Background: an optimization exercise with open tools, aiming at small area, a short achievable clock period and few clock cycles per item. Do not read the settings as production practice.
At most, simulation tests tie the RTL to the original design; equivalence was not proved.
No functional check of the RTL was part of run 7.
Power figures rest on the tool's default switching activity, not on a simulated workload.

<file path="flow/flow/run.sh">
#!/bin/bash
set -euo pipefail
bash standard.sh synth > step_synth.log 2>&1
export SETUP_SLACK_MARGIN=6.5
export POST_GLOBAL_PLACE_TCL="$PWD/flow/port_bufs.tcl"
bash standard.sh finish > step_layout.log 2>&1
</file>
<file path="flow/flow/port_bufs.tcl">
# POST_GLOBAL_PLACE hook: buffer_ports gives every port a clkdlybuf4s50_1
# (a delay cell). Swap those port buffers for plain buf_1 cells; the resize
# and repair steps that follow size them as the loads need.
set n 0
foreach inst [[ord::get_db_block] getInsts] {
  if {[[$inst getMaster] getName] eq "sky130_fd_sc_hd__clkdlybuf4s50_1"
      && [regexp {^(input|output)[0-9]+$} [$inst getName]]} {
    replace_cell [$inst getName] sky130_fd_sc_hd__buf_1
    incr n
  }
}
puts "port_bufs.tcl: $n port buffers now sky130_fd_sc_hd__buf_1"
</file>
<file path="flow/standard.sh">
#!/bin/bash
# synth_recipe.tcl (not shown) runs the flow's synth.tcl, then flattens the netlist and writes it again
# the make line also repeats each setting of config.mk as NAME=value (left out here)
make -C /OpenROAD-flow-scripts/flow DESIGN_CONFIG=/design/flow/config.mk WORK_HOME=/design/flow/orfs CLKGATE_MAP_FILE= SYNTH_SCRIPT=/design/flow/synth_recipe.tcl "${@:-finish}"
</file>
<file path="flow/config.mk">
export PLATFORM = sky130hd
export DESIGN_NAME = ioc_audio_enc
export DESIGN_NICKNAME = ioc_audio_enc
export VERILOG_FILES = /design/flow/design.v
export SDC_FILE = /design/flow/constraint.sdc
export NUM_CORES = 4
export LEC_CHECK = 0
export CAP_MARGIN = 20
export CORE_MARGIN = 2
export CORE_UTILIZATION = 40
export PLACE_DENSITY = 0.6
export SLEW_MARGIN = 20
</file>
<file path="flow/constraint.sdc">
create_clock -name core_clock -period 9.0 [get_ports {clk}]
set_input_delay 1.8000 -clock core_clock [delete_from_list [all_inputs] [get_ports {clk}]]
set_output_delay 1.8000 -clock core_clock [all_outputs]
set_load 0.01 [all_outputs]
</file>
<file path="flow/design.v">
module ioc_audio_enc (
    input  wire        clk,
    input  wire        rst,
    input  wire [1:0]  cfg_coding,
    input  wire        cfg_word_sel,
    input  wire [63:0] now_us,
    input  wire        in_valid,
    output wire        in_ready,
    input  wire [63:0] in_frame,
    output reg         out_valid,
    input  wire        out_ready,
    output reg  [7:0]  out_data,
    output reg         out_last,
    output reg  [31:0] bad_cnt
);
    localparam [1:0] C_PCM = 2'd0, C_U8 = 2'd1, C_U10 = 2'd2;
    localparam integer N = 31;
    reg rst_r;
    reg is_pcm, is_u8, is_u10, wsel_r;
    reg [1:0] coding;
    always @(posedge clk) begin
        rst_r  <= rst;
        coding <= cfg_coding;
        is_pcm <= (cfg_coding == C_PCM);
        is_u8  <= (cfg_coding == C_U8);
        is_u10 <= (cfg_coding == C_U10);
        wsel_r <= cfg_word_sel;
    end
    wire srst = rst_r;
    reg  [23:0] ir_raw;
    reg         ir_v, ir_last;
    reg  [8:0]  iidx;         
    reg  [63:0] ts;
    reg         ts_v;
    reg         in_ready_r;
    assign in_ready = in_ready_r;
    wire in_fire = in_valid & in_ready_r;
    wire [31:0] word = wsel_r ? in_frame[63:32] : in_frame[31:0];
    wire        bad  = wsel_r ? ~&in_frame[55:48] : ~&in_frame[23:16];
    reg  [31:0] bad_cy;
    integer b;
    always @* begin
        bad_cy[0] = 1'b1;
        for (b = 1; b < 32; b = b + 1) bad_cy[b] = bad_cy[b-1] & bad_cnt[b-1];
    end
    reg  [3:0]  shift;
    reg  [5:0]  umin;
    reg  [1:0]  bst;          
    reg  [5:0]  shc;
    reg         sh_up, sh_dn;
    reg  [15:0] p16;
    reg         pz;           
    reg  [4:0]  pu;           
    reg         pdec;
    reg         p_v, p_half, p_last;
    wire [31:0] raw  = {{8{ir_raw[23]}}, ir_raw};
    wire [31:0] p    = raw << shift;
    wire [23:0] ux   = ir_raw ^ {24{ir_raw[23]}};
    wire        udec = ir_raw[23] & ~|(ux[23:1] & ~ux[22:0]);
    reg  [4:0]  uval;
    reg  [7:0]  pt;           
    integer t;
    always @* begin
        for (t = 0; t < 8; t = t + 1)
            pt[t] = p16[15] ? (~&(p16 | ((16'd1 << (7 + t)) - 16'd1)) | (pz & ((p16 & ((16'd1 << (7 + t)) - 16'd1)) == 16'd0)))
                            : (|(p16[14:0] >> (7 + t)));
        uval = 5'd31;
        for (t = 0; t < 24; t = t + 1)
            if (ux[t]) uval = 5'd30 - t[4:0];
    end
    reg  [N-1:0] v;
    reg  [12:0]  d [0:N-1];
    reg  [4:0]   cnt;         
    wire full = (cnt == 5'd31);
    reg  pop;                 
    reg  [N-1:0] hole_le;
    integer i;
    always @* begin
        hole_le[0] = ~v[0];
        for (i = 1; i < N; i = i + 1) hole_le[i] = hole_le[i-1] | ~v[i];
    end
    wire [N-1:0] ld = hole_le | {N{pop}};
    wire hold  = (bst != 2'd0) | (p_v & p_last);
    wire push  = p_v & ld[N-1];
    wire p_fin = ~is_pcm | p_half;            
    wire pdone = push & p_fin;
    wire p_ld  = ir_v & ~hold & (~p_v | pdone);
    reg  [1:0]  acode;
    always @*
        acode = is_u8 ? (pt[5] ? 2'd3 : pt[3] ? 2'd2 : pt[1] ? 2'd1 : 2'd0)
                      : (pt[7] ? 2'd3 : pt[5] ? 2'd2 : pt[3] ? 2'd1 : 2'd0);
    wire [21:0] p16x = {{6{p16[15]}}, p16};
    wire [10:0] wv   = p16x[{acode, 1'b0} +: 11];
    wire [12:0] entry = is_pcm ? {5'd0, p_half ? p16[7:0] : p16[15:8]} : {acode, wv};
    reg  [4:0] ipos;          
    reg  [7:0] acc0, acc1;    
    wire [5:0] sh_diff = umin - shc;
    wire [4:0] pu_v = pu - {4'd0, pdec};
    reg        e_hdr;         
    reg  [3:0] hcnt;
    reg        e_cs;          
    reg  [3:0] e_pair;
    reg  [4:0] e_idx;         
    reg        e_half;        
    reg  [4:0] e_ph;          
    reg  [3:0] ecs, cs1;
    reg  [15:0] seq;
    function [3:0] cs_of(input [7:0] a, input u10);
        reg [3:0] c;
        begin
            c = a[7] ? 4'd8 : a[6] ? 4'd7 : a[5] ? 4'd6 : a[4] ? 4'd5 :
                a[3] ? 4'd4 : a[2] ? 4'd3 : a[1] ? 4'd2 : a[0] ? 4'd1 : 4'd0;
            cs_of = u10 ? ((c > 4'd2) ? c - 4'd2 : 4'd0) : c;
        end
    endfunction
    wire [3:0] ncs0 = cs_of(acc0, is_u10);
    wire [3:0] ncs1 = cs_of(acc1 | pt, is_u10);
    wire [15:0] body_len = is_u8 ? 16'd330 : is_u10 ? 16'd410 : 16'd640;
    reg  [7:0] hdr_byte;
    always @* begin
        case (hcnt)
            4'd0:  hdr_byte = 8'h5A;
            4'd1:  hdr_byte = {6'd0, coding};
            4'd2:  hdr_byte = seq[15:8];
            4'd3:  hdr_byte = seq[7:0];
            4'd4:  hdr_byte = ts[63:56];
            4'd5:  hdr_byte = ts[55:48];
            4'd6:  hdr_byte = ts[47:40];
            4'd7:  hdr_byte = ts[39:32];
            4'd8:  hdr_byte = ts[31:24];
            4'd9:  hdr_byte = ts[23:16];
            4'd10: hdr_byte = ts[15:8];
            4'd11: hdr_byte = ts[7:0];
            4'd12: hdr_byte = body_len[15:8];
            default: hdr_byte = body_len[7:0];
        endcase
    end
    wire [12:0] d0 = d[0];
    wire [12:0] d1 = d[1];
    wire [3:0]  dl0 = ecs - {1'b0, d0[12:11], 1'b0};
    wire [3:0]  dl1 = ecs - {1'b0, d1[12:11], 1'b0};
    wire [10:0] s0 = $signed(d0[10:0]) >>> dl0;
    wire [10:0] s1 = $signed(d1[10:0]) >>> dl1;
    wire [9:0]  c0 = s0[9:0];
    wire [9:0]  c1 = s1[9:0];
    wire [7:0]  u10_byte = ({8{e_ph[0]}} & c0[9:2])
                         | ({8{e_ph[1]}} & {c0[1:0], c1[9:4]})
                         | ({8{e_ph[2]}} & {c0[3:0], c1[9:6]})
                         | ({8{e_ph[3]}} & {c0[5:0], c1[9:8]})
                         | ({8{e_ph[4]}} & c0[7:0]);
    reg        sk_v, sk_l;
    reg  [7:0] sk_d;
    wire eok      = ~sk_v;                
    wire oreg_ld  = ~out_valid | out_ready;
    wire last_smp = (e_pair == 4'd9) & (e_idx == 5'd31);
    wire can_hdr  = e_hdr & ts_v;
    wire can_cs   = ~e_hdr & ~is_pcm & e_cs & full & p_v;
    wire can_smp  = ~e_hdr & (is_pcm ? v[0] : ~e_cs);
    wire produce  = can_hdr | can_cs | can_smp;
    wire smp_pop  = is_pcm | is_u8 | ~e_ph[0];
    wire smp_adv  = is_pcm ? e_half : smp_pop;      
    reg [7:0] nbyte;
    always @* begin
        if (e_hdr)       nbyte = hdr_byte;
        else if (is_pcm) nbyte = d0[7:0];
        else if (e_cs)   nbyte = {ncs0, ncs1};
        else if (is_u8)  nbyte = s0[7:0];
        else             nbyte = u10_byte;
    end
    wire nlast = ~e_hdr & (is_pcm | ~e_cs) & smp_adv & last_smp;
    wire f_hdr = eok & can_hdr;
    wire f_cs  = eok & can_cs;
    wire f_smp = eok & can_smp;
    wire smp_last_fire = f_smp & smp_adv & (e_idx == 5'd31);
    wire e_hdr_n = (f_hdr & (hcnt == 4'd13)) ? 1'b0 : (smp_last_fire & (e_pair == 4'd9)) ? 1'b1 : e_hdr;
    wire e_cs_n  = f_cs ? 1'b0 : smp_last_fire ? 1'b1 : e_cs;
    wire [4:0] e_ph_n = (f_smp & is_u10) ? {e_ph[3:0], e_ph[4]} : e_ph;
    wire sk_v_n  = ~oreg_ld & (sk_v | (eok & produce));
    wire ir_v_n   = in_fire | (ir_v & ~p_ld);
    wire ir_open  = in_ready_r;
    wire p_v_n    = p_ld | (p_v & ~pdone);
    wire p_half_n = p_ld ? 1'b0 : (push ? ~p_half : p_half);
    wire p_last_n = p_ld ? ir_last : p_last;
    wire v0_n     = ld[0] ? v[1] : v[0];
    wire full_n   = pop ? (push & full) : (full | (push & (cnt == 5'd30)));
    wire [1:0] bst_n = (bst != 2'd0) ? bst + 2'd1 : (pdone & p_last) ? 2'd1 : 2'd0;
    wire hold_n   = (bst_n != 2'd0) | (p_v_n & p_last_n);
    wire pop_n    = ~sk_v_n & ~e_hdr_n & (is_pcm ? v0_n : (~e_cs_n & (is_u8 | ~e_ph_n[0])));
    wire in_ready_n = ~ir_v_n | (~hold_n & (~p_v_n | ((~is_pcm | p_half_n) & (~full_n | pop_n))));
    integer j;
    always @(posedge clk) begin
        for (j = 0; j < N-1; j = j + 1)
            if (ld[j]) d[j] <= d[j+1];
        if (ld[N-1]) d[N-1] <= entry;
        if (ir_open) begin
            ir_raw  <= {word[15:0], word[31:24]};
            ir_last <= (iidx == 9'd319);
        end
        if (ir_open & ~ts_v & (iidx == 9'd0)) ts <= now_us;
        if (p_ld) begin
            p16 <= p[31:16];
            pz  <= (p[15:0] == 16'd0);
            pu  <= uval;
            pdec <= udec;
        end
        if (push & ~is_pcm) begin
            if (ipos == 5'd0)       acc0 <= pt;
            else if (~ipos[4])      acc0 <= acc0 | pt;
            if (ipos == 5'd16)      acc1 <= pt;
            else if (ipos[4])       acc1 <= acc1 | pt;
        end
        if (bst == 2'd1) shc <= ({2'b00, shift} < umin) ? {2'b00, shift} : umin;
        if (bst == 2'd2) begin
            sh_up <= (sh_diff > 6'd4) && (shc < 6'd12);
            sh_dn <= (sh_diff < 6'd4) && (shc > 6'd0);
        end
        if (f_cs) begin
            ecs <= ncs0;
            cs1 <= ncs1;
        end
        if (f_smp & smp_adv & (e_idx == 5'd15)) ecs <= cs1;
        if (srst) begin
            bad_cnt    <= 32'd0;
            in_ready_r <= 1'b1;
            ir_v       <= 1'b0;
            iidx       <= 9'd0;
            ts_v       <= 1'b0;
            v          <= {N{1'b0}};
            cnt        <= 5'd0;
            pop        <= 1'b0;
            p_v        <= 1'b0;
            p_half     <= 1'b0;
            p_last     <= 1'b0;
            bst        <= 2'd0;
            shift      <= 4'd0;
            umin       <= 6'd31;
            ipos       <= 5'd0;
            e_hdr      <= 1'b1;
            hcnt       <= 4'd0;
            e_cs       <= 1'b1;
            e_pair     <= 4'd0;
            e_idx      <= 5'd0;
            e_half     <= 1'b0;
            e_ph       <= 5'd1;
            seq        <= 16'd0;
            sk_v       <= 1'b0;
            out_valid  <= 1'b0;
            out_last   <= 1'b0;
        end else begin
            bad_cnt <= bad_cnt ^ ({32{in_fire & bad}} & bad_cy);
            in_ready_r <= in_ready_n;
            ir_v       <= ir_v_n;
            if (in_fire) iidx <= (iidx == 9'd319) ? 9'd0 : iidx + 9'd1;
            for (j = 0; j < N-1; j = j + 1)
                if (ld[j]) v[j] <= v[j+1];
            if (ld[N-1]) v[N-1] <= push;
            cnt    <= cnt + {4'd0, push} - {4'd0, pop};
            pop    <= pop_n;
            p_v    <= p_v_n;
            p_half <= p_half_n;
            p_last <= p_last_n;
            bst    <= bst_n;
            if (pdone) begin
                ipos <= ipos + 5'd1;
                if ({1'b0, pu_v} < umin) umin <= {1'b0, pu_v};
            end
            if (bst == 2'd3) begin
                shift <= sh_up ? shc[3:0] + 4'd1 : sh_dn ? shc[3:0] - 4'd1 : shc[3:0];
                umin  <= umin + 6'd1;
            end
            if (oreg_ld) begin
                out_valid <= sk_v | (eok & produce);
                out_data  <= sk_v ? sk_d : nbyte;
                out_last  <= sk_v ? sk_l : nlast;
            end else if (eok & produce) begin
                sk_d <= nbyte;
                sk_l <= nlast;
            end
            sk_v <= sk_v_n;
            e_hdr <= e_hdr_n;
            e_cs  <= e_cs_n;
            e_ph  <= e_ph_n;
            if (f_hdr) hcnt <= (hcnt == 4'd13) ? 4'd0 : hcnt + 4'd1;
            if (f_smp) begin
                if (is_pcm) e_half <= ~e_half;
                if (smp_adv) begin
                    e_idx <= e_idx + 5'd1;
                    if (e_idx == 5'd31) begin
                        e_pair <= (e_pair == 4'd9) ? 4'd0 : e_pair + 4'd1;
                        if (e_pair == 4'd9) seq <= seq + 16'd1;
                    end
                end
            end
            if (in_fire & (iidx == 9'd0)) ts_v <= 1'b1;
            else if (f_hdr & (hcnt == 4'd13)) ts_v <= 1'b0;
        end
    end
endmodule
</file>
==> run notes, run 1 <==
core region area 0.0728 sq mm; CTS tree yes; worst slew pin tran roughly 1100 ps; Filler cells between 6000 and 7000; IO Pins 178; Tmin final 3210 ps; global router's overall resource usage 16.4%; Initial Utilization about two fifths; synthesized cell area about 0.029 sq mm; CTS Buf Count 77; wire length on met3 3090 um; Final setup viols 0; Core Util, Final about half; CTS H-tree lvls 3; sequential-to-total area share from yosys stat 67.8%; first-pass GRT wire length slightly below 100000 um; drt first pass iters 5; initial antenna violation count 1; Most common cell on crit path mux2_4; WP data arrival between 3000 and 4000 ps; Synth Register Bits around 700; Area Growth Syn to Fin 25.7%; CP max-delay cell fa_2; Port Buffers roughly 180; clock tree sinks slightly above 700; R2R Setup Slk ~5800 ps; DR DRC count 0; commonest non-fill, non-tap cell in the layout edfxtp_1; Post-synth EDFFs 564; met2 routed WL 30900 um; WHS Path Cells 0; Yosys cell types 87; RSZ-0062 raised after global routing true; Hold Path Class flop to flop; Die Y 275 um; r2r startpoint d[0][11]; final wirelength roughly 64000 um; Die ar. around 0.076 sq mm; Root Buffer Master clkbuf_16; warnings from Yosys 2; CP Max Fanout 3; largest net degree at the start of global routing 81; CP Depth 11; Hold Buf Count CTS 0; Wirelength per Cell ~18 um; gr ovfl total 0; Synth Instances 2211; Worst-path clk slew approximately 60 ps; die width 275 um; Iter 0 DRT Violations 1483; Metal-1 WL between 20000 and 30000 um; total of max-cap violations 0; Buf+Inv Stages, Crit Path 1; vias 18825; Critical Path Source Type flop; top-area cell type share of the netlist area between 50% and 60%; Worst-Skew Late Latency around 620 ps; critical path type flop to flop; Worst EP required between 9000 and 10000 ps; net total in the final layout roughly 2700; max-slew violation count 0; Crit Reg-Reg Endpoint out_data[4]; VDD IR max around 120 uV; leakage power 13.3 nW; Worst R2R Path Depth 11; most frequent cells in the layout edfxtp_1, nor2_1, buf_4; share of cells above drive strength 1 a little over a quarter; pwr dens slightly above 200 mW/mm^2; Critical Path End Type flop; WHS Endpoint d[23][6]; CP top delay family compound AO/OA/AOI/OAI gates; dominant synthesized flop cell edfxtp_1; leading cell types by total area after synthesis edfxtp_1, dfxtp_1, nor2_1; final setup TNS 0 ps; Async SR Flop Fraction 0%; critical-path cell list ha_4 -> inv_2 -> fa_2 -> nor2b_4 -> mux2_4 -> a221o_1 -> a222oi_1 -> a21oi_1 -> o22ai_1 -> a221oi_2 -> mux2_4; vias per inst 5.24; slowest stage delay, CP about 480 ps; Avg Cell Area, Syn about 13 sq um; Slew headroom 28.7%; fmax 312 MHz; Max clock buf depth 3; vias in the first global route 18647; post-route ant nets 0; row cnt just under 100; period utilization around 36%; Max Used Layer met4; Synth area leader edfxtp_1; Post-DP HPWL approximately 40000 um; Final Hold Violating Endpoints 0; HP Start d[24][6]; Worst Skew roughly 27 ps; outcome complete, no violations
area by class of cell:
type	instances	area, sq um	share of cell area (%)
flip-flops and latches	712	20000	54.2
clock inverters	39	339	0.919
clock buffers	101	2150	5.83
inverters	87	377	1.02
well taps	959	1200	3.25
diodes	1	2.50	0.00678
repair buffers	379	2760	7.48
multi-input cells	1312	10100	27.3
through the flow:
stage	hold WS (ps)	area, sq um	worst slack, ps	instances	power [W]
4_1_cts	393	35700	5770	3529	0.00767
6_report	394	36900	5790	3590	0.00760
3_5_place_dp	405	31300	5310	3255	0.00451
2_1_floorplan	400	29800	5730	2212	0.00435
3_3_place_gp	400	32400	5060	3255	0.00453
5_1_grt	412	36900	5670	3589	0.00790
cell families after synthesis:
group                      synth area share, %
adders and majority gates                 1.93
xor gates and xnor gates                  2.48
and+or+nand+nor                           10.7
AOI/OAI and AO/OA                         8.95
buffers and inverters                     2.57
other                                   0.0128
muxes                                     5.52
DFF                                       67.8
synthesized netlist by cell type, types with 9 or more instances:
cell	count
and3_1	19
nand2b_1	15
nor3_1	36
nor4_1	12
buf_1	12
o21a_1	11
or3_1	21
clkbuf_1	87
o21ai_0	77
mux4_2	13
a21o_1	21
nand4_1	36
ha_1	39
a211oi_1	14
a22oi_1	18
dfxtp_1	148
a221oi_1	13
inv_1	84
a21boi_0	9
nand2_1	143
nor2b_1	30
nand3_1	52
mux2_2	54
o211ai_1	11
edfxtp_1	564
mux2i_1	72
and2_1	13
a21oi_1	124
xor2_1	46
a31oi_1	14
nor2_1	212
xnor2_1	37
what timing repair did:
item,4_1_cts,5_1_grt
setup buffers,131,55
setup endpoints to repair,445,323
resized for setup,233,147
cloned,3,5
pin swaps,73,77
routing by layer:
layer  GRT usage [%]  up-vias
met5               0        -
met4            5.11        0
met1            22.0     9281
li1                -     8971
met2            27.3      466
met3            2.69      107
worst max path at each step:
| stage | startpoint | endpoint | slack (ps) |
|---|---|---|---|
| floorplan | in_valid | bad_cnt[31] | 5730 |
| global placement | in_valid | bad_cnt[22] | 5060 |
| detailed placement | pop | cnt[4] | 5310 |
| CTS | d[0][11] | out_data[4] | 5770 |
| global route | v[26] | cnt[4] | 5670 |
| finish | d[0][11] | out_data[4] | 5790 |
power by group:
group          internal [W]  switching (W)  leakage, nW  total [W]
sequential          0.00391       0.000140         6.96    0.00405
combinational      0.000213       0.000258         5.16   0.000471
clock               0.00183        0.00125         1.22    0.00308
registers in the layout (all words and copies together) (netlist names), 6 cells and up:
name and count:
ts 64, seq 16, v 31, d 403
acc0 8, p16 16, out_data 8, bad_cnt 32
shc 6, iidx 9, sk_d 8, umin 6
acc1 8, ir_raw 24
Testbench counts, summed over its fixed seeds: cycles 45,984, blocks 96.
==> run 2: changes to the inputs <==
==> flow/flow/run.sh (replaced) <==
#!/bin/bash
set -euo pipefail
bash standard.sh synth > step_synth.log 2>&1
export SETUP_SLACK_MARGIN=6
export POST_GLOBAL_PLACE_TCL="$PWD/flow/port_bufs.tcl"
bash standard.sh finish > step_layout.log 2>&1
--- a/flow/config.mk
+++ b/flow/config.mk
@@ -8,5 +8,7 @@
 export CAP_MARGIN = 20
 export CORE_MARGIN = 2
 export CORE_UTILIZATION = 40
+export CTS_BUF_LIST = sky130_fd_sc_hd__clkbuf_8
+export CTS_CLUSTER_SIZE = 24
 export PLACE_DENSITY = 0.6
 export SLEW_MARGIN = 20
==> run 2 against run 1 <==
Still clean on timing, DRC and antenna; wire length down 6.3%; final area decreased by 5.8%; maximum frequency shrank 4.1%; core utilization decreased by 2.9 points; setup slack worse by 140 ps; via count is 1.7% lower; clock skew increased by 20 ps; critical path depth unchanged; synthesized area did not move; combinational power down 5.7%; count of clock-buffer cells in the layout rose by 20; critical path type unchanged; largest power group unchanged.
==> run notes, run 2 <==
outcome complete, no violations (unchanged); IO Pins 178 (unchanged); first-pass GRT wire length 95400 um (was 99100 um); R2R Setup Slk 5660 ps (was 5790 ps); Largest regs d: 403 flops, ts: 64 flops, bad_cnt: 32 flops (unchanged); Finished Layout Cells 3558 (was 3590); synthesized cell area 0.0294 sq mm (unchanged); Critical Path Source Type flop (unchanged); CTS Buf Count 113 (was 77); Iter 0 DRT Violations 1377 (was 1483); M2 GR Usage 25.5% (was 27.3%); initial antenna violation count 1 (unchanged); Worst-path clk slew 60 ps (about the same); CTS tree yes (unchanged); critical-path cell list ha_4 -> inv_2 -> fa_2 -> nor2b_4 -> mux2_4 -> a221o_1 -> a222oi_1 -> a21oi_1 -> o22ai_2 -> a221oi_2 -> mux2_4 (was ha_4 -> inv_2 -> fa_2 -> nor2b_4 -> mux2_4 -> a221o_1 -> a222oi_1 -> a21oi_1 -> o22ai_1 -> a221oi_2 -> mux2_4); die width 275 um (unchanged); Worst-Skew Late Latency 720 ps (was 620 ps); count leader, synth edfxtp_1 (unchanged); slowest stage delay, CP 490 ps (was 480 ps); final setup TNS 0 ps (unchanged); met1 usage in global routing 21.0% (was 22.0%); Post-synth EDFFs 564 (unchanged); WP data arrival 3810 ps (was 3560 ps); VDD IR max 116 uV (was 125 uV); Async SR Flop Fraction 0% (unchanged); Filler cells 6398 (was 6198); most frequent cells in the layout edfxtp_1, nor2_1, nand2_1 (was edfxtp_1, nor2_1, buf_4); max FFs per register 403 (unchanged); max-slew violation count 0 (unchanged); M3 GR Usage 3.07% (was 2.69%); pwr dens 204 mW/mm^2 (was 206 mW/mm^2); Area Growth Syn to Fin 18.4% (was 25.7%); Final setup viols 0 (unchanged); Most common cell on crit path mux2_4 (unchanged); Final Hold Violating Endpoints 0 (unchanged); Worst EP required 9470 ps (was 9350 ps); Root Buffer Master clkbuf_8 (was clkbuf_16); combinational share of power 6.2% (about the same); Initial Utilization 40.3% (unchanged); Synth Register Bits 712 (unchanged); Die Y 275 um (unchanged); Slew headroom 30.9% (was 28.7%); warnings from Yosys 2 (unchanged); row cnt 99 (unchanged); sw frac 23.0% (was 21.7%); Post-DP HPWL 39300 um (was 40200 um); Port Buffers 177 (unchanged); worst slew pin tran 1040 ps (was 1070 ps); critical path type flop to flop (unchanged); commonest non-fill, non-tap cell in the layout edfxtp_1 (unchanged); Synth area leader edfxtp_1 (unchanged); Flop pwr share 57.0% (was 53.3%); Clock power frac 36.8% (was 40.5%); largest net degree at the start of global routing 72 (was 81); worst hold slack 395 ps (was 394 ps); gr ovfl total 0 (unchanged); Synth Instances 2211 (unchanged); post-route ant nets 0 (unchanged); Max clock buf depth 3 (unchanged); Avg Cell Area, Syn 13.3 sq um (unchanged); top cells by count, synth edfxtp_1, nor2_1, dfxtp_1 (unchanged); Critical Path End Type flop (unchanged); vias in the first global route 18353 (was 18647); core region area 0.0728 sq mm (unchanged); clock tree sinks 712 (unchanged); Hold Path Class flop to flop (unchanged); CP max-delay cell fa_2 (unchanged); total of max-cap violations 0 (unchanged); Tmin final 3340 ps (was 3210 ps); dominant synthesized flop cell edfxtp_1 (unchanged); fmax 299 MHz (was 312 MHz); Wirelength per Cell 16.7 um (was 17.7 um); Die ar. 0.0756 sq mm (unchanged); CP Max Fanout 3 (unchanged); CTS H-tree lvls 3 (unchanged); period utilization 37.1% (was 35.6%); share of cells above drive strength 1 19.7% (was 26.0%); GR peak layer met2 (unchanged); net total in the final layout 2684 (was 2747); final wirelength 59500 um (was 63500 um); vias 18502 (was 18825); Worst Skew 47.1 ps (was 26.7 ps); top-area cell type share of the netlist area 57.7% (unchanged); Yosys cell types 87 (unchanged); Pint 0.00547 W (was 0.00595 W); global router's overall resource usage 15.6% (was 16.4%); Biggest register d (unchanged); DR DRC count 0 (unchanged); drt first pass iters 5 (unchanged); leading cell types by total area after synthesis edfxtp_1, dfxtp_1, nor2_1 (unchanged); vias per inst 5.20 (was 5.24); Hold Buf Count CTS 0 (unchanged); leakage power 12.6 nW (was 13.3 nW); RSZ-0062 raised after global routing true (unchanged); NetSw 0.00163 W (was 0.00165 W); placed cells 3254 (was 3255); sequential-to-total area share from yosys stat 67.8% (unchanged)
[run 2: through the flow]
step | total power (W) | instance area, sq um | setup WS (ps) | util, %
6_report | 0.00710 | 34800 | 5660 | 47.7
5_1_grt | 0.00741 | 34800 | 5520 | 47.7
4_1_cts | 0.00718 | 34400 | 5770 | 47.2
3_5_place_dp | 0.00450 | 31100 | 5350 | 42.7
3_3_place_gp | 0.00453 | 32200 | 5090 | 44.2
2_1_floorplan | 0.00434 | 29600 | 5730 | -
[run 2: worst max-delay path: cells and delay by family (launching register included)]
family                   cells  cell delay (ps)
AO/OA/AOI/OAI                5             1210
adder cells (fa/ha/maj)      2              670
multiplexers                 2              590
flip-flops                   1              420
AND/OR/NAND/NOR              1              150
buffers and inverters        1               50
[run 2: final cells by class]
| type | count | area (sq um) | share of cell area (%) |
|---|---|---|---|
| Clock buffer | 121 | 1670 | 4.79 |
| Tap cell | 959 | 1200 | 3.45 |
| Sequential cell | 712 | 20000 | 57.5 |
| Antenna cell | 1 | 2.50 | 0.00720 |
| Timing Repair Buffer | 286 | 1820 | 5.24 |
| Inverter | 87 | 340 | 0.979 |
| Multi-Input combinational cell | 1306 | 9240 | 26.6 |
| Clock inverter | 86 | 505 | 1.45 |
[run 2: cells by family after synthesis]
family,Yosys count,share of synthesized area [%]
xor+xnor,83,2.48
buf+inv,194,2.57
compound gates,398,8.95
simple gates,641,10.7
other cells,1,0.0128
fa+ha+maj,43,1.93
mux,139,5.52
flops,712,67.8
[run 2: what timing repair did]
item | CTS | global route
setup endpoints to repair | 223 | 221
gates resized for setup | 164 | 45
setup buffers | 70 | 25
pin swaps | 34 | 25
gates cloned | 0 | 1
[run 2: worst paths after layout]
check                  from          end  depth (start not counted)
setup / recovery   d[0][11]  out_data[4]                         11
hold / removal    d[17][11]    d[16][11]                          0
setup reg to reg   d[0][11]  out_data[4]                         11
hold reg to reg   d[17][11]    d[16][11]                          0
[run 2: per-layer routing]
metal	up-vias	share of wire [%]
li1	8844	-
met1	9089	45
met2	460	47
met3	109	5.2
met4	0	2.4
met5	-	0
[run 2: power groups by stage]
| stage | Clock (W) | Sequential [W] | Combinational [W] |
|---|---|---|---|
| 2_1_floorplan | 0 | 0.00405 | 0.000296 |
| 3_3_place_gp | 0 | 0.00411 | 0.000414 |
| 3_5_place_dp | 0 | 0.00412 | 0.000378 |
| 4_1_cts | 0.00271 | 0.00405 | 0.000420 |
| 5_1_grt | 0.00285 | 0.00408 | 0.000486 |
| 6_report | 0.00261 | 0.00404 | 0.000444 |
==> run 3: changes to the inputs <==
--- a/flow/config.mk
+++ b/flow/config.mk
@@ -8,7 +8,5 @@
 export CAP_MARGIN = 20
 export CORE_MARGIN = 2
 export CORE_UTILIZATION = 40
-export CTS_BUF_LIST = sky130_fd_sc_hd__clkbuf_8
-export CTS_CLUSTER_SIZE = 24
 export PLACE_DENSITY = 0.6
 export SLEW_MARGIN = 20
==> run 3 against run 2 <==
Die area did not move; count of clock-buffer cells in the layout fell by 23; core utilization fell by 0.38 points; sequential power barely moved; largest power group unchanged.
==> run notes, run 3 <==
outcome complete, no violations (unchanged); worst hold slack 401 ps (was 395 ps); commonest non-fill, non-tap cell in the layout edfxtp_1 (unchanged); CTS Buf Count 75 (was 113); Worst-Skew Late Latency 610 ps (was 720 ps); IO Pins 178 (unchanged); CTS H-tree lvls 3 (unchanged); top-area cell type share of the netlist area 57.7% (unchanged); leading cell types by total area after synthesis edfxtp_1, dfxtp_1, nor2_1 (unchanged); fmax 301 MHz (was 299 MHz); Avg Cell Area, Syn 13.3 sq um (unchanged); warnings from Yosys 2 (unchanged); post-route ant nets 0 (unchanged); Reg area 0.0199 sq mm (was 0.0200 sq mm); count leader, synth edfxtp_1 (unchanged); Critical Path End Type flop (unchanged); DR DRC count 0 (unchanged); top cells by count, synth edfxtp_1, nor2_1, dfxtp_1 (unchanged); Max clock buf depth 3 (unchanged); vias 18035 (was 18502); Worst Skew 20.3 ps (was 47.1 ps); period utilization 37.0% (was 37.1%); Hold Buf Count CTS 0 (unchanged); Largest regs d: 403 flops, ts: 64 flops, bad_cnt: 32 flops (unchanged); leakage power 12.2 nW (was 12.6 nW); Post-DP HPWL 39300 um (unchanged); Slew headroom 30.8% (was 30.9%); Final setup viols 0 (unchanged); vias in the first global route 17828 (was 18353); CP Max Fanout 4 (was 3); Die ar. 0.0756 sq mm (unchanged); Root Buffer Master clkbuf_16 (was clkbuf_8); Post-synth EDFFs 564 (unchanged); share of cells above drive strength 1 16.9% (was 19.7%); die width 275 um (unchanged); area of the multi-input gates 0.00925 sq mm (was 0.00924 sq mm); Biggest register d (unchanged); vias per inst 5.22 (was 5.20); Initial Utilization 40.3% (unchanged); fin area 0.0345 sq mm (was 0.0348 sq mm); max-slew violation count 0 (unchanged); CP max-delay cell fa_2 (unchanged); Port Buffers 177 (unchanged); Synth Register Bits 712 (unchanged); Area Growth Syn to Fin 17.4% (was 18.4%); worst slew pin tran 1040 ps (about the same); Synth area leader edfxtp_1 (unchanged); critical-path cell list ha_4 -> inv_2 -> fa_2 -> buf_12 -> nor3b_4 -> mux2_4 -> a221o_1 -> buf_4 -> buf_6 -> a211oi_4 -> a2111o_1 -> o21ai_0 (was ha_4 -> inv_2 -> fa_2 -> nor2b_4 -> mux2_4 -> a221o_1 -> a222oi_1 -> a21oi_1 -> o22ai_2 -> a221oi_2 -> mux2_4); Buf+Inv Stages, Crit Path 4 (was 1); CTS tree yes (unchanged); critical path type flop to flop (unchanged); clock tree sinks 712 (unchanged); final worst-path setup slack 5670 ps (was 5660 ps); WP data arrival 3650 ps (was 3810 ps); largest net degree at the start of global routing 72 (unchanged); most frequent cells in the layout edfxtp_1, nor2_1, buf_1 (was edfxtp_1, nor2_1, nand2_1); Synth Instances 2211 (unchanged); initial antenna violation count 0 (was 1); Critical Path Source Type flop (unchanged); global router's overall resource usage 15.3% (was 15.6%); R2R Setup Slk 5670 ps (was 5660 ps); final setup TNS 0 ps (unchanged); RSZ-0062 raised after global routing true (unchanged); VDD IR max 149 uV (was 116 uV); max FFs per register 403 (unchanged); CP top delay family compound AO/OA/AOI/OAI gates (unchanged); slowest stage delay, CP 490 ps (about the same); Die Y 275 um (unchanged); row cnt 99 (unchanged); sequential-to-total area share from yosys stat 67.8% (unchanged); core region area 0.0728 sq mm (unchanged); dominant synthesized flop cell edfxtp_1 (unchanged); Worst EP required 9330 ps (was 9470 ps); Tmin final 3330 ps (was 3340 ps); Wirelength per Cell 16.9 um (was 16.7 um); gr ovfl total 0 (unchanged); Setup WS pre-CTS 5350 ps (unchanged); synthesized cell area 0.0294 sq mm (unchanged); Hold Path Class flop to flop (unchanged); Final Hold Violating Endpoints 0 (unchanged); final wirelength 58300 um (was 59500 um); net total in the final layout 2613 (was 2684); Yosys cell types 87 (unchanged); Filler cells 6409 (was 6398); Placed Area 0.0311 sq mm (unchanged); Antenna Cells 0 (was 1); pwr dens 217 mW/mm^2 (was 204 mW/mm^2); drt first pass iters 6 (was 5); Async SR Flop Fraction 0% (unchanged); Iter 0 DRT Violations 1527 (was 1377); first-pass GRT wire length 93500 um (was 95400 um); total of max-cap violations 0 (unchanged); Worst-path clk slew 60 ps (about the same)
## run 3: cell counts after synthesis
Identical to the previous run, type by type.
## run 3: path summary, 6_finish.rpt
path | cells past startpoint | endpoint | startpoint
setup / recovery | 12 | out_data[1] | d[0][11]
hold / removal | 0 | d[25][12] | d[26][12]
setup reg to reg | 12 | out_data[1] | d[0][11]
hold reg to reg | 0 | d[25][12] | d[26][12]
## run 3: cell type report
type	instances	share of cell area (%)
Clock buffer	98	5.97
Sequential cell	712	57.8
Inverter	87	0.987
Timing Repair Buffer	253	3.88
Clock inverter	40	1.02
Tap cell	959	3.48
Multi-Input combinational cell	1306	26.8
## run 3: worst register-to-register path, delay by kind of cell (launching register included)
family                   cells  cell delay [ps]
AO/OA/AOI/OAI                4              950
adder cells (fa/ha/maj)      2              670
buffers and inverters        4              500
flip-flops                   1              420
multiplexers                 1              320
AND/OR/NAND/NOR              1              180
## run 3: logic make-up (layout without fill, tap and decap cells)
group                    count (synthesis)  count (layout)  share of synthesized area (%)
AO/OA/AOI/OAI                          398             398                           8.95
XOR/XNOR                                83              83                           2.48
adder cells (fa/ha/maj)                 43              43                           1.93
buffers and inverters                  194             478                           2.57
flip-flops                             712             712                           67.8
multiplexers                           139             139                           5.52
other                                    1               2                         0.0128
AND/OR/NAND/NOR                        641             641                           10.7
## run 3: per-stage QoR
step	power [W]	instances	utilization [%]
floorplan	0.00434	2212	-
global placement	0.00453	3254	44.2
detailed placement	0.00450	3254	42.7
CTS	0.00755	3427	46.7
global route	0.00778	3455	47.3
finish	0.00747	3455	47.3
## run 3: per-layer routing
layer | routed length [um] | part of all wire (%) | track usage (%) | vias up
li1 | - | - | - | 8678
met1 | 26900 | 46 | 20.9 | 8833
met2 | 27400 | 47 | 24.8 | 422
met3 | 2760 | 4.7 | 2.96 | 102
met4 | 1370 | 2.3 | 4.61 | 0
met5 | 0 | 0 | 0 | -
## run 3: report_power, final
group          total, W  leakage [nW]  switching [W]  internal [W]
logic          0.000439          4.12       0.000244      0.000196
registers       0.00405          6.95       0.000136       0.00391
clock network   0.00299          1.17        0.00125       0.00174
total           0.00747          12.2        0.00163       0.00585
## run 3: repair_timing
action                                  CTS  global route
endpoints found under the hold margin     0             0
endpoints found under the setup margin  217           201
pin swaps                                27            33
gates resized for setup                  67            63
gates cloned                              0             1
buffers inserted                         35            27
==> run 4: changes to the inputs <==
--- a/flow/config.mk
+++ b/flow/config.mk
@@ -7,6 +7,8 @@
 export LEC_CHECK = 0
 export CAP_MARGIN = 20
 export CORE_MARGIN = 2
-export CORE_UTILIZATION = 40
-export PLACE_DENSITY = 0.6
+export CORE_UTILIZATION = 55
+export CTS_BUF_LIST = sky130_fd_sc_hd__clkbuf_4 sky130_fd_sc_hd__clkbuf_8
+export CTS_CLUSTER_SIZE = 16
+export PLACE_DENSITY = 0.65
 export SLEW_MARGIN = 20
==> run 4 against run 3 <==
Non-clock buffer count up 36; hold slack better by 5.9 ps; synthesized cell count is the same; critical path depth unchanged.
==> run notes, run 4 <==
sequential-to-total area share from yosys stat 67.8% (unchanged); Final Hold Violating Endpoints 0 (unchanged); WHS Endpoint d[19][6] (was d[25][12]); net total in the final layout 2684 (was 2613); Initial Utilization 55.8% (was 40.3%); die width 235 um (was 275 um); Root Buffer Master clkbuf_8 (was clkbuf_16); dominant synthesized flop cell edfxtp_1 (unchanged); Reg area 0.0200 sq mm (was 0.0199 sq mm); Largest regs d: 403 flops, ts: 64 flops, bad_cnt: 32 flops (unchanged); top cells by count, synth edfxtp_1, nor2_1, dfxtp_1 (unchanged); final setup TNS 0 ps (unchanged); total of max-cap violations 0 (unchanged); largest net degree at the start of global routing 79 (was 72); Most common cell on crit path a31oi_1; clock tree sinks 712 (unchanged); area of the multi-input gates 0.00930 sq mm (was 0.00925 sq mm); gr ovfl total 0 (unchanged); critical path type flop to flop (unchanged); synthesized cell area 0.0294 sq mm (unchanged); Async SR Flop Fraction 0% (unchanged); WHS Path Cells 0 (unchanged); Core Util, Final 65.7% (was 47.3%); CTS Buf Count 110 (was 75); Worst-Skew Late Latency 700 ps (was 610 ps); Die ar. 0.0552 sq mm (was 0.0756 sq mm); r2r startpoint d[0][11] (unchanged); Antenna Cells 0 (unchanged); row cnt 84 (was 99); core region area 0.0527 sq mm (was 0.0728 sq mm); first-pass GRT wire length 94500 um (was 93500 um); VDD IR max 139 uV (was 149 uV); vias per inst 5.58 (was 5.22); Synth Instances 2211 (unchanged); initial antenna violation count 0 (unchanged); Iter 0 DRT Violations 1433 (was 1527); Post-synth EDFFs 564 (unchanged); Hold Path Class flop to flop (unchanged); Worst-path clk slew 60 ps (about the same); pwr dens 208 mW/mm^2 (was 217 mW/mm^2); top-area cell type share of the netlist area 57.7% (unchanged); Tmin final 3220 ps (was 3330 ps); critical-path cell list ha_4 -> inv_2 -> fa_2 -> buf_6 -> nor3b_4 -> mux2_4 -> a221o_1 -> a32oi_1 -> a31oi_1 -> o21ai_1 -> a31oi_1 -> mux2_2 (was ha_4 -> inv_2 -> fa_2 -> buf_12 -> nor3b_4 -> mux2_4 -> a221o_1 -> buf_4 -> buf_6 -> a211oi_4 -> a2111o_1 -> o21ai_0); Die Y 235 um (was 275 um); vias 18354 (was 18035); final worst-path setup slack 5780 ps (was 5670 ps); Worst EP required 9450 ps (was 9330 ps); Wirelength per Cell 17.9 um (was 16.9 um); R2R Setup Slk 5780 ps (was 5670 ps); Port Buffers 177 (unchanged); HP Start d[20][6] (was d[26][12]); vias in the first global route 18090 (was 17828); commonest non-fill, non-tap cell in the layout edfxtp_1 (unchanged); Max clock buf depth 3 (unchanged); worst slew pin tran 1020 ps (was 1040 ps); Crit Reg-Reg Endpoint out_data[7] (was out_data[1]); WP data arrival 3660 ps (was 3650 ps); Pwr Total 0.00720 W (was 0.00747 W); Worst Skew 36.2 ps (was 20.3 ps); post-route ant nets 0 (unchanged); global router's overall resource usage 21.1% (was 15.3%); period utilization 35.7% (was 37.0%); IO Pins 178 (unchanged); outcome complete, no violations (unchanged); Yosys cell types 87 (unchanged); RSZ-0062 raised after global routing true (unchanged); Setup WS pre-CTS 5340 ps (was 5350 ps); leading cell types by total area after synthesis edfxtp_1, dfxtp_1, nor2_1 (unchanged); Synth area leader edfxtp_1 (unchanged); Filler cells 3836 (was 6409); CP max-delay cell fa_2 (unchanged); Critical Path Source Type flop (unchanged); max-slew violation count 0 (unchanged); Slew headroom 32.1% (was 30.8%); Post-DP HPWL 38500 um (was 39300 um); Final setup viols 0 (unchanged); leakage power 12.6 nW (was 12.2 nW); most frequent cells in the layout edfxtp_1, nor2_1, nand2_1 (was edfxtp_1, nor2_1, buf_1); CTS H-tree lvls 3 (unchanged); max FFs per register 403 (unchanged); Synth Register Bits 712 (unchanged); drt first pass iters 6 (unchanged); count leader, synth edfxtp_1 (unchanged); Area Growth Syn to Fin 17.9% (was 17.4%); Critical Path End Type flop (unchanged); share of cells above drive strength 1 21.6% (was 16.9%); slowest stage delay, CP 460 ps (was 490 ps); warnings from Yosys 2 (unchanged); Worst R2R Path Depth 12 (unchanged); fmax 311 MHz (was 301 MHz); CTS tree yes (unchanged); CP Max Fanout 5 (was 4); Biggest register d (unchanged); final wirelength 59000 um (was 58300 um); DR DRC count 0 (unchanged); Avg Cell Area, Syn 13.3 sq um (unchanged)
[run 4: per-layer routing]
| metal | vias up | part of all wire [%] | global-route usage [%] |
|---|---|---|---|
| met5 | - | 0 | 0 |
| met4 | 0 | 2.4 | 6.73 |
| met3 | 112 | 4.7 | 3.78 |
| met2 | 474 | 48 | 34.4 |
| met1 | 8925 | 45 | 29.0 |
| li1 | 8843 | - | - |
[run 4: logic make-up after synthesis]
| kind of cell | after synthesis | share of synthesized area, % |
|---|---|---|
| flip-flops | 712 | 67.8 |
| AND/OR/NAND/NOR | 641 | 10.7 |
| AO/OA/AOI/OAI | 398 | 8.95 |
| buffers and inverters | 194 | 2.57 |
| multiplexers | 139 | 5.52 |
| XOR/XNOR | 83 | 2.48 |
| adder cells (fa/ha/maj) | 43 | 1.93 |
| other | 1 | 0.0128 |
[run 4: repair_timing]
item                       4_1_cts  5_1_grt
pin swaps                       36       26
cloned                           1        1
hold buffers                     0        0
setup buffers                   67       31
resized for setup              165       56
setup endpoints to repair      219      121
hold endpoints to repair         0        0
[run 4: worst max-delay path by stage]
stage	startpoint	endpoint	slack [ps]
finish	d[0][11]	out_data[7]	5780
global route	d[0][11]	out_data[6]	5700
CTS	d[0][11]	out_data[4]	5760
detailed placement	pop	cnt[4]	5340
global placement	in_valid	bad_cnt[22]	5100
floorplan	in_valid	bad_cnt[31]	5730
[run 4: layout make-up]
type	count	share of cell area, %
flip-flops and latches	712	57.7
well taps	688	2.49
inverters	87	0.969
clock buffers	162	5.63
repair buffers	289	5.41
clock inverters	44	0.879
multi-input cells	1306	26.9
[run 4: worst max-delay path: cells and delay by family, from the launching register on]
family / cells / cell delay (ps)
AO/OA/AOI/OAI: 5 / 920
adder cells (fa/ha/maj): 2 / 640
buffers and inverters: 2 / 210
flip-flops: 1 / 420
multiplexers: 2 / 610
AND/OR/NAND/NOR: 1 / 190
[run 4: through the flow]
stage / instances / instance area [sq um] / hold WS (ps)
after global placement: 2982 / 31900 / 400
final: 3288 / 34600 / 407
after CTS: 3256 / 34100 / 409
after global routing: 3288 / 34600 / 409
after detailed placement: 2982 / 30800 / 405
after floorplan: 2212 / 29600 / 400
[run 4: power breakdown]
part           internal [W]  switching (W)
registers           0.00391       0.000141
logic              0.000200       0.000243
clock network       0.00148        0.00122
total               0.00559        0.00160
==> run 5: changes to the inputs <==
--- a/flow/config.mk
+++ b/flow/config.mk
@@ -8,7 +8,8 @@
 export CAP_MARGIN = 20
 export CORE_MARGIN = 2
 export CORE_UTILIZATION = 55
-export CTS_BUF_LIST = sky130_fd_sc_hd__clkbuf_4 sky130_fd_sc_hd__clkbuf_8
-export CTS_CLUSTER_SIZE = 16
+export CTS_BUF_LIST = sky130_fd_sc_hd__clkbuf_16
+export CTS_CLUSTER_DIAMETER = 150
+export CTS_CLUSTER_SIZE = 24
 export PLACE_DENSITY = 0.65
 export SLEW_MARGIN = 20
==> run 5 against run 4 <==
Still clean on timing, DRC and antenna; core utilization decreased by 3.4 points; maximum frequency decreased by 1.2%; register-to-register slack got worse by 40 ps; die area unchanged; global-route usage decreased by 0.88 points; critical endpoint unchanged.
==> run notes, run 5 <==
r2r startpoint d[0][11] (unchanged); leakage power 11.7 nW (was 12.6 nW); dominant synthesized flop cell edfxtp_1 (unchanged); Avg Cell Area, Syn 13.3 sq um (unchanged); IO Pins 178 (unchanged); R2R Setup Slk 5740 ps (was 5780 ps); Post-Synth Simple-Gate Area 10.7% (unchanged); Post-DP HPWL 38500 um (unchanged); CTS H-tree lvls 2 (was 3); share of cells above drive strength 1 14.2% (was 21.6%); vias per inst 5.70 (was 5.58); Post-Synth Adder-Cell Area 1.93% (unchanged); Compound-Gate Fraction of Synth Area 8.95% (unchanged); Worst EP required 9330 ps (was 9450 ps); Yosys cell types 87 (unchanged); Finished Layout Cells 3117 (was 3288); max FFs per register 403 (unchanged); vias in the first global route 17164 (was 18090); Worst-Skew Late Latency 580 ps (was 700 ps); Critical Path End Type flop (unchanged); Max clock buf depth 3 (unchanged); Antenna Cells 0 (unchanged); commonest non-fill, non-tap cell in the layout edfxtp_1 (unchanged); Critical Path Source Type flop (unchanged); Hold Path Class flop to flop (unchanged); XOR/XNOR Fraction of Synth Area 2.48% (unchanged); first-pass GRT wire length 91100 um (was 94500 um); HP Start d[8][4] (was d[20][6]); Final setup viols 0 (unchanged); Worst Setup SP d[0][11] (unchanged); Synth Instances 2211 (unchanged); most frequent cells in the layout edfxtp_1, nor2_1, buf_1 (was edfxtp_1, nor2_1, nand2_1); sequential-to-total area share from yosys stat 67.8% (unchanged); Biggest register d (unchanged); leading cell types by total area after synthesis edfxtp_1, dfxtp_1, nor2_1 (unchanged); Worst Skew 22.3 ps (was 36.2 ps); max-slew violation count 0 (unchanged); Area Growth Syn to Fin 11.8% (was 17.9%); Post-synth EDFFs 564 (unchanged); Async SR Flop Fraction 0% (unchanged); largest net degree at the start of global routing 79 (unchanged); worst slew pin tran 1000 ps (was 1020 ps); Largest regs d: 403 flops, ts: 64 flops, bad_cnt: 32 flops (unchanged); total of max-cap violations 0 (unchanged); Synth Register Bits 712 (unchanged); pwr dens 188 mW/mm^2 (was 208 mW/mm^2); Wirelength per Cell 18.3 um (was 17.9 um); final wirelength 56900 um (was 59000 um); Worst-path clk slew 100 ps (was 60 ps); mux contribution to synthesized area 5.52% (unchanged); Synth area leader edfxtp_1 (unchanged); fmax 307 MHz (was 311 MHz); count leader, synth edfxtp_1 (unchanged); DR DRC count 0 (unchanged); Initial Utilization 55.8% (unchanged); initial antenna violation count 0 (unchanged); global router's overall resource usage 20.2% (was 21.1%); placed cells 2982 (unchanged); drt first pass iters 6 (unchanged); synthesized cell area 0.0294 sq mm (unchanged); outcome complete, no violations (unchanged); Port Buffers 177 (unchanged); Tmin final 3260 ps (was 3220 ps); Die ar. 0.0552 sq mm (unchanged); critical path type flop to flop (unchanged); largest family of logic cells by synthesized area simple AND/OR/NAND/NOR gates (unchanged); gr ovfl total 0 (unchanged); final setup TNS 0 ps (unchanged); Iter 0 DRT Violations 1322 (was 1433); RSZ-0062 raised after global routing true (unchanged); CTS Buf Count 35 (was 110); Core Util, Final 62.3% (was 65.7%); row cnt 84 (unchanged); CTS tree yes (unchanged); net total in the final layout 2581 (was 2684); clock tree sinks 712 (unchanged); top cells by count, synth edfxtp_1, nor2_1, dfxtp_1 (unchanged); vias 17780 (was 18354); CP Max Fanout 5 (unchanged); Slew headroom 33.2% (was 32.1%); WP data arrival 3590 ps (was 3660 ps); Hold Buf Count CTS 0 (unchanged); post-route ant nets 0 (unchanged); top-area cell type share of the netlist area 57.7% (unchanged); die width 235 um (unchanged); VDD IR max 146 uV (was 139 uV); Root Buffer Master clkbuf_16 (was clkbuf_8); Die Y 235 um (unchanged); warnings from Yosys 2 (unchanged); core region area 0.0527 sq mm (unchanged); period utilization 36.2% (was 35.7%); Filler cells 3997 (was 3836); Final Hold Violating Endpoints 0 (unchanged)
## run 5: cell count changes in the layout (fill, tap and decap cells not counted), sizes merged
cell	change
clkinvlp	-2
buf	-23
inv	+24
clkinv	-35
bufinv	-3
clkbuf	-132
## run 5: path summary, 6_finish.rpt
check           endpoint  cells after the start
max          out_data[7]                     12
min              d[7][4]                      0
max reg2reg  out_data[7]                     12
min reg2reg      d[7][4]                      0
## run 5: critical path: stages (launching register included)
cell and delay [ps]:
edfxtp_1 430, ha_4 180, inv_2 50, fa_2 460
buf_6 160, nor3b_4 190, mux2_4 330, a221o_1 390
a32oi_1 190, a31oi_1 100, o21ai_1 130, a31oi_1 120
mux2_2 280
## run 5: cell type report
class / count / area, sq um / area share [%]
multi-input combinational: 1306 / 9250 / 28.2
tap: 688 / 861 / 2.62
timing repair buffer: 261 / 1420 / 4.33
sequential: 712 / 19900 / 60.8
inverter: 87 / 335 / 1.02
clock inverter: 28 / 131 / 0.400
clock buffer: 35 / 876 / 2.67
## run 5: power breakdown
part           switching, W  internal, W
combinational      0.000240     0.000193
sequential         0.000139      0.00390
clock              0.000975     0.000725
total               0.00135      0.00482
## run 5: timing repair
action,in CTS,in global routing
resized for setup,74,53
gates cloned,1,0
buffers inserted,42,29
endpoints found under the setup margin,205,160
pin swaps,39,39
## run 5: cell families after synthesis
group	after synthesis
muxes	139
and+or+nand+nor	641
adders and majority gates	43
DFF	712
buffers and inverters	194
other	1
xor gates and xnor gates	83
AOI/OAI and AO/OA	398
## run 5: per-stage QoR
stage | setup WS, ps | hold slack, ps | area [sq um] | total power [W]
3_5_place_dp | 5340 | 405 | 30800 | 0.00450
6_report | 5740 | 417 | 32800 | 0.00618
4_1_cts | 5730 | 416 | 32400 | 0.00623
5_1_grt | 5650 | 424 | 32800 | 0.00644
2_1_floorplan | 5730 | 400 | 29600 | 0.00434
3_3_place_gp | 5100 | 400 | 31900 | 0.00452
## run 5: per-layer routing
layer	part of all wire (%)	GRT usage, %	vias up
met2	49	33.9	403
met5	0	0	-
li1	-	-	8572
met4	1.5	3.84	0
met1	45	28.7	8744
met3	4.3	2.62	61
==> run 6: changes to the inputs <==
--- a/flow/config.mk
+++ b/flow/config.mk
@@ -5,6 +5,7 @@
 export SDC_FILE = /design/flow/constraint.sdc
 export NUM_CORES = 4
 export LEC_CHECK = 0
+export ABC_AREA = 1
 export CAP_MARGIN = 20
 export CORE_MARGIN = 2
 export CORE_UTILIZATION = 55
==> run 6 against run 5 <==
Critical endpoint is now bad_cnt[22]; core utilization grew 2.3 points; synthesized area shrank 2.2%; clock power is essentially flat.
==> run notes, run 6 <==
Yosys cell types 62 (was 87); total of max-cap violations 0 (unchanged); Async SR Flop Fraction 0% (unchanged); Wirelength per Cell 17.0 um (was 18.3 um); R2R Setup Slk 5340 ps (was 5740 ps); vias 18662 (was 17780); WP data arrival 4210 ps (was 3590 ps); Hold Buf Count CTS 0 (unchanged); CTS tree yes (unchanged); count leader, synth edfxtp_1 (unchanged); CP max-delay cell nor2_4 (was fa_2); outcome complete, no violations (unchanged); Most common cell on crit path nor2_4 (was a31oi_1); worst slew pin tran 1030 ps (was 1000 ps); period utilization 41.5% (was 36.2%); Die Y 232 um (was 235 um); Worst-Skew Late Latency 580 ps (about the same); Root Buffer Master clkbuf_16 (unchanged); pwr dens 251 mW/mm^2 (was 188 mW/mm^2); Final setup viols 0 (unchanged); DR DRC count 0 (unchanged); net total in the final layout 2899 (was 2581); Slew headroom 30.8% (was 33.2%); Synth area leader edfxtp_1 (unchanged); slowest stage delay, CP 150 ps (was 460 ps); Final Hold Violating Endpoints 0 (unchanged); Synth Register Bits 712 (unchanged); Post-DP HPWL 39200 um (was 38500 um); Synth Instances 2432 (was 2211); Max clock buf depth 3 (unchanged); VDD IR max 193 uV (was 146 uV); Critical Path End Type flop (unchanged); WHS Endpoint d[14][2] (was d[7][4]); vias in the first global route 17685 (was 17164); Worst-path clk slew 100 ps (about the same); max FFs per register 403 (unchanged); leading cell types by total area after synthesis edfxtp_1, dfxtp_1, nand2_1 (was edfxtp_1, dfxtp_1, nor2_1); Hold Path Class flop to flop (unchanged); sequential-to-total area share from yosys stat 69.3% (was 67.8%); final wirelength 58100 um (was 56900 um); Worst R2R Path Depth 25 (was 12); Post-synth EDFFs 564 (unchanged); die width 232 um (was 235 um); initial antenna violation count 1 (was 0); r2r startpoint v[0] (was d[0][11]); gr ovfl total 0 (unchanged); CTS Buf Count 35 (unchanged); row cnt 83 (was 84); Filler cells 3951 (was 3997); Die ar. 0.0540 sq mm (was 0.0552 sq mm); commonest non-fill, non-tap cell in the layout edfxtp_1 (unchanged); IO Pins 178 (unchanged); CP Max Fanout 5 (unchanged); Largest regs d: 403 flops, ts: 64 flops, bad_cnt: 32 flops (unchanged); RSZ-0062 raised after global routing true (unchanged); Port Buffers 177 (unchanged); vias per inst 5.44 (was 5.70); leakage power 12.7 nW (was 11.7 nW); first-pass GRT wire length 90400 um (was 91100 um); Crit Reg-Reg Endpoint cnt[4] (was out_data[7]); drt first pass iters 5 (was 6); critical path type input pin to flop (was flop to flop); Avg Cell Area, Syn 11.8 sq um (was 13.3 sq um); Worst Skew 30.6 ps (was 22.3 ps); HP Start d[15][2] (was d[8][4]); Core Util, Final 64.6% (was 62.3%); Area Growth Syn to Fin 15.7% (was 11.8%); core region area 0.0514 sq mm (was 0.0527 sq mm); most frequent cells in the layout edfxtp_1, nand2_1, inv_1 (was edfxtp_1, nor2_1, buf_1); top cells by count, synth edfxtp_1, nand2_1, inv_1 (was edfxtp_1, nor2_1, dfxtp_1); warnings from Yosys 2 (unchanged); global router's overall resource usage 21.1% (was 20.2%); Tmin final 3730 ps (was 3260 ps); share of cells above drive strength 1 15.9% (was 14.2%); Worst EP required 9480 ps (was 9330 ps); clock tree sinks 712 (unchanged); final setup TNS 0 ps (unchanged); top-area cell type share of the netlist area 59.0% (was 57.7%); Reg area 0.0199 sq mm (about the same); Iter 0 DRT Violations 1509 (was 1322); Critical Path Source Type input pin (was flop); max-slew violation count 0 (unchanged); WHS Path Cells 0 (unchanged); Initial Utilization 55.8% (about the same); post-route ant nets 0 (unchanged); Biggest register d (unchanged); CTS H-tree lvls 2 (unchanged); fmax 268 MHz (was 307 MHz); dominant synthesized flop cell edfxtp_1 (unchanged); largest net degree at the start of global routing 73 (was 79); area of the multi-input gates 0.00838 sq mm (was 0.00925 sq mm); synthesized cell area 0.0287 sq mm (was 0.0294 sq mm)
==> run 6: cells by family after synthesis <==
kind of cell / count (synthesis) / share of synthesized area, %
AO/OA/AOI/OAI: 480 / 9.63
XOR/XNOR: 40 / 1.22
adder cells (fa/ha/maj): 43 / 1.98
buffers and inverters: 359 / 4.71
flip-flops: 712 / 69.3
multiplexers: 28 / 1.08
other: 1 / 0.0131
AND/OR/NAND/NOR: 769 / 12.0
==> run 6: per-layer routing <==
layer	vias up	track usage, %	share of wire (%)
li1	9098	-	-
met1	8974	28.5	43
met2	503	36.4	50
met3	87	2.44	4.7
met4	0	5.57	2.3
met5	-	0	0
==> run 6: worst max path at each step <==
stage / cells after the start / endpoint / start / slack, ps
CTS: 25 / cnt[4] / v[0] / 5280
finish: 31 / bad_cnt[22] / in_frame[53] / 5270
global route: 30 / bad_cnt[21] / in_frame[53] / 5020
global placement: 19 / d[30][4] / v[2] / 3860
detailed placement: 25 / cnt[4] / v[0] / 3640
floorplan: 25 / cnt[4] / v[2] / 4500
==> run 6: final cells by class <==
cell class | instances | share of cell area [%]
Clock buffer | 35 | 2.64
Antenna cell | 1 | 0.00753
Inverter | 300 | 3.53
Tap cell | 680 | 2.56
Timing Repair Buffer | 303 | 5.57
Clock inverter | 29 | 0.388
Sequential cell | 712 | 60.0
Timing Repair inverter | 3 | 0.0603
Multi-Input combinational cell | 1366 | 25.2
==> run 6: stage by stage <==
stage / area [sq um] / cells / hold WS (ps) / power [W] / setup slack, ps
after floorplan: 28800 / 2433 / 400 / 0.00595 / 4500
after global placement: 31300 / 3239 / 400 / 0.00641 / 3860
after detailed placement: 30200 / 3239 / 405 / 0.00643 / 3640
after CTS: 32200 / 3364 / 416 / 0.00827 / 5280
after global routing: 33200 / 3429 / 424 / 0.00876 / 5020
final: 33200 / 3429 / 418 / 0.00833 / 5270
==> run 6: worst max-delay path, delay by kind of cell <==
| family | cells | cell delay (ps) |
|---|---|---|
| buffers and inverters | 9 | 490 |
| AND/OR/NAND/NOR | 21 | 1830 |
| AO/OA/AOI/OAI | 1 | 60 |
==> run 6: repair_timing <==
item / in CTS / in global routing
buffers inserted: 54 / 60
gates resized for setup: 121 / 148
pin swaps: 36 / 67
setup endpoints to repair: 331 / 181
gates cloned: 7 / 3
==> run 6: power breakdown <==
| part | leakage, nW | switching [W] | internal, W | total (W) |
|---|---|---|---|---|
| clock | 0.583 | 0.000964 | 0.000724 | 0.00169 |
| combinational | 5.03 | 0.000849 | 0.000519 | 0.00137 |
| sequential | 7.05 | 0.000422 | 0.00485 | 0.00527 |
| total | 12.7 | 0.00224 | 0.00609 | 0.00833 |
==> run 7: changes to the inputs <==
--- a/flow/design.v
+++ b/flow/design.v
@@ -137,8 +137,7 @@
     end
     wire [12:0] d0 = d[0];
     wire [12:0] d1 = d[1];
-    wire [3:0]  dl0 = ecs - {1'b0, d0[12:11], 1'b0};
-    wire [3:0]  dl1 = ecs - {1'b0, d1[12:11], 1'b0};
+    reg  [3:0]  dl0, dl1;
     wire [10:0] s0 = $signed(d0[10:0]) >>> dl0;
     wire [10:0] s1 = $signed(d1[10:0]) >>> dl1;
     wire [9:0]  c0 = s0[9:0];
@@ -176,6 +175,9 @@
     wire e_cs_n  = f_cs ? 1'b0 : smp_last_fire ? 1'b1 : e_cs;
     wire [4:0] e_ph_n = (f_smp & is_u10) ? {e_ph[3:0], e_ph[4]} : e_ph;
     wire sk_v_n  = ~oreg_ld & (sk_v | (eok & produce));
+    wire [3:0] ecs_n = f_cs ? ncs0 : (f_smp & smp_adv & (e_idx == 5'd15)) ? cs1 : ecs;
+    wire [1:0] a0_n  = ld[0] ? d[1][12:11] : d[0][12:11];
+    wire [1:0] a1_n  = ld[1] ? d[2][12:11] : d[1][12:11];
     wire ir_v_n   = in_fire | (ir_v & ~p_ld);
     wire ir_open  = in_ready_r;
     wire p_v_n    = p_ld | (p_v & ~pdone);
@@ -214,11 +216,10 @@
             sh_up <= (sh_diff > 6'd4) && (shc < 6'd12);
             sh_dn <= (sh_diff < 6'd4) && (shc > 6'd0);
         end
-        if (f_cs) begin
-            ecs <= ncs0;
-            cs1 <= ncs1;
-        end
-        if (f_smp & smp_adv & (e_idx == 5'd15)) ecs <= cs1;
+        if (f_cs) cs1 <= ncs1;
+        ecs <= ecs_n;
+        dl0 <= ecs_n - {1'b0, a0_n, 1'b0};
+        dl1 <= ecs_n - {1'b0, a1_n, 1'b0};
         if (srst) begin
             bad_cnt    <= 32'd0;
             in_ready_r <= 1'b1;
@@ -254,7 +255,8 @@
             for (j = 0; j < N-1; j = j + 1)
                 if (ld[j]) v[j] <= v[j+1];
             if (ld[N-1]) v[N-1] <= push;
-            cnt    <= cnt + {4'd0, push} - {4'd0, pop};
+            if (push & ~pop)      cnt <= cnt + 5'd1;
+            else if (pop & ~push) cnt <= cnt - 5'd1;
             pop    <= pop_n;
             p_v    <= p_v_n;
             p_half <= p_half_n;
@@ -272,7 +274,8 @@
                 out_valid <= sk_v | (eok & produce);
                 out_data  <= sk_v ? sk_d : nbyte;
                 out_last  <= sk_v ? sk_l : nlast;
-            end else if (eok & produce) begin
+            end
+            if (~sk_v) begin
                 sk_d <= nbyte;
                 sk_l <= nlast;
             end
--- a/flow/config.mk
+++ b/flow/config.mk
@@ -5,7 +5,6 @@
 export SDC_FILE = /design/flow/constraint.sdc
 export NUM_CORES = 4
 export LEC_CHECK = 0
-export ABC_AREA = 1
 export CAP_MARGIN = 20
 export CORE_MARGIN = 2
 export CORE_UTILIZATION = 55
==> run 7 against run 6 <==
Still clean; clock power rose by 2%; synthesized cell count shrank 9.3%; maximum frequency rose by 14%; register-to-register slack better by 380 ps; sequential share of layout area is 1.1 points higher; critical path type is now flop to flop.
==> run notes, run 7 <==
outcome complete, no violations (unchanged); vias 17589 (was 18662); Async SR Flop Fraction 0% (unchanged); Tmin final 3280 ps (was 3730 ps); Root Buffer Master clkbuf_16 (unchanged); Synth Register Bits 718 (was 712); drt first pass iters 6 (was 5); max FFs per register 403 (unchanged); Iter 0 DRT Violations 1400 (was 1509); initial antenna violation count 0 (was 1); Critical Path End Type flop (unchanged); post-route ant nets 0 (unchanged); Final Hold Violating Endpoints 0 (unchanged); CTS tree yes (unchanged); leading cell types by total area after synthesis edfxtp_1, dfxtp_1, mux2i_1 (was edfxtp_1, dfxtp_1, nand2_1); final wirelength 56900 um (was 58100 um); gr ovfl total 0 (unchanged); Synth Instances 2207 (was 2432); Hold Buf Count CTS 0 (unchanged); area of the multi-input gates 0.00912 sq mm (was 0.00838 sq mm); VDD IR max 157 uV (was 193 uV); placed cells 2982 (was 3239); worst slew pin tran 1080 ps (was 1030 ps); Critical Path Source Type flop (was input pin); synthesized cell area 0.0293 sq mm (was 0.0287 sq mm); Worst-Skew Late Latency 580 ps (about the same); met1 usage in global routing 28.1% (was 28.5%); max-slew violation count 0 (unchanged); Placed Area 0.0307 sq mm (was 0.0302 sq mm); core region area 0.0526 sq mm (was 0.0514 sq mm); net total in the final layout 2570 (was 2899); RSZ-0062 raised after global routing true (unchanged); Worst EP required 9330 ps (was 9480 ps); Worst Skew 16.4 ps (was 30.6 ps); R2R Setup Slk 5720 ps (was 5340 ps); first-pass GRT wire length 89900 um (was 90400 um); Initial Utilization 55.7% (was 55.8%); WP data arrival 3610 ps (was 4210 ps); Worst-path clk slew 100 ps (about the same); share of cells above drive strength 1 13.8% (was 15.9%); M3 GR Usage 2.94% (was 2.44%); leakage power 11.6 nW (was 12.7 nW); Filler cells 4067 (was 3951); Antenna Cells 0 (was 1); Die ar. 0.0551 sq mm (was 0.0540 sq mm); Post-DP HPWL 38400 um (was 39200 um); Max clock buf depth 3 (unchanged); Pwr Total 0.00610 W (was 0.00833 W); Slew headroom 27.7% (was 30.8%)
[run 7: worst max-delay path by stage]
stage | startpoint | end | slack, ps | cells past startpoint
CTS | p16[7] | d[30][3] | 5750 | 10
global route | p16[0] | d[30][3] | 5620 | 10
floorplan | in_valid | bad_cnt[31] | 5440 | 9
detailed placement | in_valid | bad_cnt[17] | 5140 | 9
finish | p16[7] | d[30][3] | 5720 | 10
global placement | in_valid | bad_cnt[17] | 4800 | 9
[run 7: worst max-delay path, cell delays in order, from the launching register on]
cell	delay [ps]
edfxtp_1	450
or4_4	560
or4_4	580
o31ai_4	230
nand2_2	120
a32oi_4	290
buf_12	160
buf_16	110
mux2i_1	190
nand2_1	80
a31o_1	280
[run 7: power breakdown]
group          switching (W)  total, W  leakage, nW  internal (W)
Combinational       0.000209  0.000373         4.02      0.000164
Clock               0.000986   0.00173        0.592      0.000739
Sequential          0.000125   0.00400         7.00       0.00387
Total                0.00132   0.00610         11.6       0.00478
[run 7: per-stage QoR]
stage                     utilization, %  hold slack (ps)
after floorplan                        -              400
after global placement              60.5              401
after detailed placement            58.4              405
after CTS                           61.6              414
after global routing                62.3              424
final                               62.3              413
[run 7: area by class of cell]
| class | count | share of cell area [%] |
|---|---|---|
| well taps | 688 | 2.63 |
| flip-flops and latches | 718 | 61.2 |
| repair inverters | 1 | 0.0153 |
| inverters | 80 | 0.959 |
| multi-input cells | 1302 | 27.8 |
| clock inverters | 28 | 0.374 |
| repair buffers | 256 | 4.26 |
| clock buffers | 36 | 2.75 |
[run 7: logic make-up (layout without fill, tap and decap cells)]
kind of cell    after synthesis  count (layout)  share of synthesized area, %
compound gates              392             392                          8.63
flops                       718             718                          68.3
mux                         148             148                          5.96
fa+ha+maj                    41              41                          1.85
xor+xnor                     85              85                          2.54
other cells                   1               2                        0.0128
simple gates                634             634                          10.3
buf+inv                     188             401                          2.47
[run 7: what timing repair did]
item / in CTS / in global routing
pin swaps: 15 / 21
setup buffers: 42 / 17
gates resized for setup: 77 / 64
gates cloned: 3 / 1
hold endpoints to repair: 0 / 0
endpoints found under the setup margin: 218 / 190
[run 7: per-layer routing]
layer | up-vias | share of wire (%)
met2 | 396 | 48
met1 | 8587 | 45
li1 | 8521 | -
met4 | 0 | 2.4
met3 | 85 | 4.6
met5 | - | 0

Setup slack of run 7, layout unchanged: 5.719 ns with ideal ports, 5.719 ns with driving cells assumed (clock clkbuf_16, inputs buf_2), 5.470 ns with port delays also shifted by the 0.632 ns mid clock arrival.
